What follows belongs to an exercise in optimizing a design on an open flow for small area, a short achievable clock period and few clock cycles per item; a production flow would make more cautious choices. The RTL was checked by simulation tests, not by an equivalence proof against the original design.

## flow/design.v (module list and top-level ports; edited modules follow where they fit)
// module yuv2rgb: 1156 lines
// module fa: 4 lines
// module ha: 4 lines
// module ao: 3 lines
// module aoa: 4 lines
module yuv2rgb (
    input  wire       clk,
    input  wire       rst,
    input  wire       in_valid,
    output wire       in_ready,
    input  wire [7:0] in_y,
    input  wire [7:0] in_u,
    input  wire [7:0] in_v,
    output wire       out_valid,
    input  wire       out_ready,
    output wire [7:0] out_r,
    output wire [7:0] out_g,
    output wire [7:0] out_b,
    output wire [7:0] out_luma
);
  // ...
==> flow/run.sh <==
#!/bin/bash
# synth_recipe.tcl (not shown) runs the flow's synth.tcl, then flattens the netlist and writes it again
# the make line also repeats each setting of config.mk as NAME=value (left out here)
make -C /OpenROAD-flow-scripts/flow DESIGN_CONFIG=/design/flow/config.mk WORK_HOME=/design/flow/orfs CLKGATE_MAP_FILE= SYNTH_SCRIPT=/design/flow/synth_recipe.tcl finish
==> flow/config.mk <==
export PLATFORM = sky130hd
export DESIGN_NAME = yuv2rgb
export DESIGN_NICKNAME = yuv2rgb
export VERILOG_FILES = /design/flow/design.v
export SDC_FILE = /design/flow/constraint.sdc
export NUM_CORES = 4
export LEC_CHECK = 0
export CAP_MARGIN = 20
export CORE_MARGIN = 2
export CORE_UTILIZATION = 40
export SLEW_MARGIN = 20
export SYNTH_HIERARCHICAL = 1
export SYNTH_MINIMUM_KEEP_SIZE = 0
==> flow/constraint.sdc <==
create_clock -name core_clock -period 16.0 [get_ports {clk}]
set_input_delay 3.2000 -clock core_clock [delete_from_list [all_inputs] [get_ports {clk}]]
set_output_delay 3.2000 -clock core_clock [all_outputs]
set_load 0.01 [all_outputs]
==> notes.md, run 1 <==
hold endpoint=s3_g[7]; post-detailed-route wirelength per cell=18.5 um; Clock Buffer Count=9; weighted congestion at the end of routability-driven global placement=0.907; synthesized area per cell=12.4 sq um; Synth-to-Final Area Change=11.3%; Total Wirelength=27,100 um; die extent in x=180 um; Seq cells=108; setup TNS after final layout=0 ps; outcome=no timing/DRC/antenna violations; number of buffers created by CTS=9; sequential share of the synthesized area=0.239; total overflow reported by the global router=0; pre-CTS setup slack=9780 ps; largest family of logic cells by synthesized area=adder cells; post-placement cell area=0.0135 sq mm; first-pass GRT wire length=45,200 um; count of filler cells inserted in the layout=2,781; critical path data arrival time=6300 ps; Inverters, non-clock=73; max-slew violations=0; area share of the largest cell type after synthesis=0.351; Top cell by count, worst path=sky130_fd_sc_hd__fa_1; largest area contributor in the synthesized netlist=sky130_fd_sc_hd__fa_1; number of multi-input combinational cells=808; Cell variety after synth=37; proportion of cell area occupied by registers=0.215; register area=0.00296 sq mm; required time of the critical path=16,120 ps; Worst Max-Slew Pin Slew=968 ps; maximum fanout count along the critical path=8; clock-pin slew on the worst setup and hold paths=90 ps; synthesized netlist net count=1,334; end of the worst register-to-register path=s3_l[7]; routing usage on met3=0.0280; share of the final layout cell area in multi-input gates=0.661; count of buffers from port buffering=61; # DRC=0; Starting Density=0.406
Testbench counts, summed over its fixed seeds: cycles 16,024, items 16,000.
==> inputs of run 2 (changes only) <==
==> flow/flow/run.sh (new file) <==
#!/bin/bash
# Standard ORFS layout (the standard.sh), with timing repair asked to leave
# 11 ns of setup slack at the design's 16 ns clock, so that the resizer works
# on the critical paths. Clock period, I/O constraints and all other steps are
# the standard ones.
set -euo pipefail
bash standard.sh SETUP_SLACK_MARGIN=11 finish > standard_flow.log 2>&1
==> flow/standard.sh (new file) <==
#!/bin/bash
# synth_recipe.tcl (not shown) runs the flow's synth.tcl, then flattens the netlist and writes it again
# the make line also repeats each setting of config.mk as NAME=value (left out here)
make -C /OpenROAD-flow-scripts/flow DESIGN_CONFIG=/design/flow/config.mk WORK_HOME=/design/flow/orfs CLKGATE_MAP_FILE= SYNTH_SCRIPT=/design/flow/synth_recipe.tcl "${@:-finish}"
removed: flow/run.sh
==> run 2 against run 1 <==
Against the previous run:
- still clean
- largest cell class unchanged
- synthesized area did not move
==> notes.md, run 2 <==
outcome=no timing/DRC/antenna violations (unchanged); count of boundary I/O pins=62 (unchanged); EDFF count, synth=80 (unchanged); maximum capacitance violations=0 (unchanged); number of warning messages in the yosys log=7 (unchanged); Total Nets Final=1,466 (was 1,403); flops & latches, synth=108 (unchanged); commonest cells after routing, fill and taps aside=sky130_fd_sc_hd__fa_1, sky130_fd_sc_hd__a21o_1, sky130_fd_sc_hd__and2_1 (unchanged); largest family of logic cells by synthesized area=adder cells (unchanged); count of TritonRoute iterations in the first routing pass=5 (unchanged); count of buffers from port buffering=61 (unchanged); Via density=5.07 (was 5.13); die area=0.0324 sq mm (unchanged); Starting Density=0.406 (unchanged); largest area contributor in the synthesized netlist=sky130_fd_sc_hd__fa_1 (unchanged); number of placement rows=64 (unchanged); # DRC=0 (unchanged); global-route total usage across every layer=0.187 (was 0.179); number of hold-repair buffers added at the cts stage=0 (unchanged); type of the tightest min-delay check=reg2reg (unchanged); Setup violations, final=0 (unchanged); Max Clock Freq=180 MHz (was 162 MHz); Cell variety after synth=37 (unchanged); core region area=0.0305 sq mm (unchanged); total half-perimeter wirelength after legalization and detailed placement=22,700 um (was 22,400 um); most common library cells after synthesis=sky130_fd_sc_hd__fa_1, sky130_fd_sc_hd__a21o_1, sky130_fd_sc_hd__and2_1 (unchanged); maximum count of clock buffers along a single path=2 (unchanged); area share of the largest cell type after synthesis=0.351 (unchanged); setup repair after global routing missed its margin=true (was false); Final Hold Violating Endpoints=0 (unchanged); via count of the first global-routing pass=8,565 (was 8,292); Worst Max-Slew Pin Slew=833 ps (was 968 ps); xor and xnor fraction of the mapped netlist area=0.0423 (unchanged); complex-gate fraction of the synthesized area=0.122 (unchanged); first-pass GRT wire length=47,000 um (was 45,200 um); Setup crit start kind=flop (unchanged); maximum fanout count along the critical path=8 (unchanged); Antenna Diode Count=0 (unchanged); Finished Core Util=0.478 (was 0.452); gate count after technology mapping=995 (unchanged); vertical die dimension=180 um (unchanged); R2R setup slack=10,460 ps (was 9820 ps); post-synthesis instance area=0.0124 sq mm (unchanged); deepest level of the CTS H-tree=3 (unchanged); Final Cycle Share=0.346 (was 0.387); Total Wirelength=28,400 um (was 27,100 um); synthesized netlist net count=1,334 (unchanged); number of nets with antenna violations after routing=0 (unchanged); Starting DRT DRC Count=462 (was 441); Worst Setup End Kind=flop (unchanged); post-detailed-route wirelength per cell=18.6 um (was 18.5 um); category of the most critical setup path=reg2reg (unchanged); setup TNS after final layout=0 ps (unchanged); initial antenna violation count=0 (unchanged); Final Skew=12.2 ps (was 15.1 ps); required time of the critical path=16,110 ps (was 16,120 ps); min Tclk post-route=5540 ps (was 6180 ps); dominant synthesized flop cell=sky130_fd_sc_hd__edfxtp_1 (unchanged); count of filler cells inserted in the layout=2,727 (was 2,781); top area cells in the synthesized netlist=sky130_fd_sc_hd__fa_1, sky130_fd_sc_hd__edfxtp_1, sky130_fd_sc_hd__ha_1 (unchanged); relative max-transition margin=0.440 (was 0.348); synthesized area per cell=12.4 sq um (unchanged); weighted congestion at the end of routability-driven global placement=0.850 (was 0.907); CTS sink count=108 (unchanged); critical path data arrival time=5660 ps (was 6300 ps); Clock Tree Root=sky130_fd_sc_hd__clkbuf_16 (unchanged); most common cell in the synthesized netlist=sky130_fd_sc_hd__fa_1 (unchanged); area share of fa/ha/maj cells after synthesis=0.446 (unchanged); CTS tree=yes (unchanged); portion of netlist area occupied by mux cells=0.0226 (unchanged); number of buffers created by CTS=9 (unchanged); async set-or-reset flop fraction in the synthesized netlist=0 (unchanged); largest net degree at the start of global routing=58 (was 63); sequential share of the synthesized area=0.239 (unchanged); via total after detailed routing=7,751 (was 7,511); total overflow reported by the global router=0 (unchanged); post-synthesis simple-gate area fraction=0.102 (unchanged); share of cells above drive strength 1=0.176 (was 0.0861); die extent in x=180 um (unchanged); Synth-to-Final Area Change=18.0% (was 11.3%); commonest non-fill, non-tap cell in the layout=sky130_fd_sc_hd__fa_1 (unchanged); clock-pin slew on the worst setup and hold paths=80 ps (was 90 ps); max-slew violations=0 (unchanged); insertion delay to the later sink of the worst-skew pair=360 ps (was 370 ps)
## run 2: modules after synthesis, one instance, submodules excluded
module	times used	area (sq um)	cells inside
ao	48	7.51	1
aoa	102	13.8	2
fa	215	20.0	1
ha	32	12.5	1
yuv2rgb	1	5910	496
## run 2: stage by stage
stage / worst slack, ps / hold slack (ps) / area [sq um] / std cells
floorplan: 10690 / 426 / 12500 / 995
global placement: 10040 / 430 / 13600 / 1453
detailed placement: 9990 / 438 / 13600 / 1453
CTS: 10420 / 445 / 14300 / 1507
global route: 10260 / 460 / 14600 / 1528
finish: 10460 / 446 / 14600 / 1528
## run 2: area by class of cell
cell class / count / area (sq um) / area share
well taps: 396 / 495 / 0.0339
inverters: 73 / 308 / 0.0211
multi-input cells: 808 / 9440 / 0.647
clock inverters: 3 / 25.0 / 0.00171
clock buffers: 13 / 240 / 0.0165
repair buffers: 127 / 1120 / 0.0769
flip-flops and latches: 108 / 2960 / 0.203
## run 2: worst paths after layout
kind                            endpoint     from  depth (start not counted)
worst max-delay path             s3_l[7]  s2_g[0]                         21
worst min-delay path             s3_g[7]  s2_g[7]                          0
worst max register to register   s3_l[7]  s2_g[0]                         21
worst min register to register   s3_g[7]  s2_g[7]                          0
## run 2: kinds of logic after synthesis
group / after synthesis
fa+ha+maj: 311
xor+xnor: 58
flops: 108
simple gates: 208
buf+inv: 79
compound gates: 206
mux: 25
## run 2: metal layers
layer | up-vias | routed length (um) | GRT usage
li1 | 3623 | - | -
met1 | 3919 | 13300 | 0.266
met2 | 180 | 13200 | 0.297
met3 | 29 | 1480 | 0.0357
met4 | 0 | 406 | 0.0413
met5 | - | 0 | 0
## run 2: what timing repair did
action                                  CTS  global route
buffers inserted                         38            21
gates resized for setup                  29            21
pin swaps                                23            25
endpoints found under the hold margin     0             0
endpoints found under the setup margin   16            19
## run 2: worst max-delay path, cell delays in order, from the launching register on
cell                       delay [ps]
sky130_fd_sc_hd__edfxtp_1         440
sky130_fd_sc_hd__inv_4            130
sky130_fd_sc_hd__ha_4             140
sky130_fd_sc_hd__inv_1             50
sky130_fd_sc_hd__fa_2             340
sky130_fd_sc_hd__nor2b_1          120
sky130_fd_sc_hd__o21ai_1           70
sky130_fd_sc_hd__nand2b_1         160
sky130_fd_sc_hd__a31oi_4          210
sky130_fd_sc_hd__xor2_4           220
sky130_fd_sc_hd__fa_1             580
sky130_fd_sc_hd__fa_1             450
sky130_fd_sc_hd__fa_1             430
sky130_fd_sc_hd__fa_1             470
sky130_fd_sc_hd__or2_2            290
sky130_fd_sc_hd__and2_4           160
sky130_fd_sc_hd__and2_1           150
sky130_fd_sc_hd__a21o_1           190
sky130_fd_sc_hd__a21o_4           260
sky130_fd_sc_hd__a21o_1           190
sky130_fd_sc_hd__xnor2_1          130
sky130_fd_sc_hd__xnor2_1          120

==> re-timing with driven ports <==
The flow's constraints put no driver on any port. The routed layouts listed below were extracted and timed again, unchanged, in two steps.
Step 1 sets driving cells, clkbuf_16 on the clock port and buf_2 on the other inputs (assumed; they add their load-dependent delay and slew).
Step 2 also shifts input and output timing later by t, the mid clock arrival at the registers, as if the neighbouring blocks saw the same clock.
Slacks: no drivers / after step 1 / after step 2; pairs: no drivers / after step 1.
| run | shift t [ns] | setup WS [ns] | worst hold slack (ns) | worst register clock-pin slew, ns |
|---|---|---|---|---|
| run 1 | 0.409 | 9.816 / 9.816 / 9.816 | 0.456 / 0.456 / 0.456 | 0.09 / 0.09 |
| run 2 | 0.400 | 10.456 / 10.456 / 10.456 | 0.446 / 0.446 / 0.446 | 0.08 / 0.08 |
After both steps every run listed still meets setup and hold.
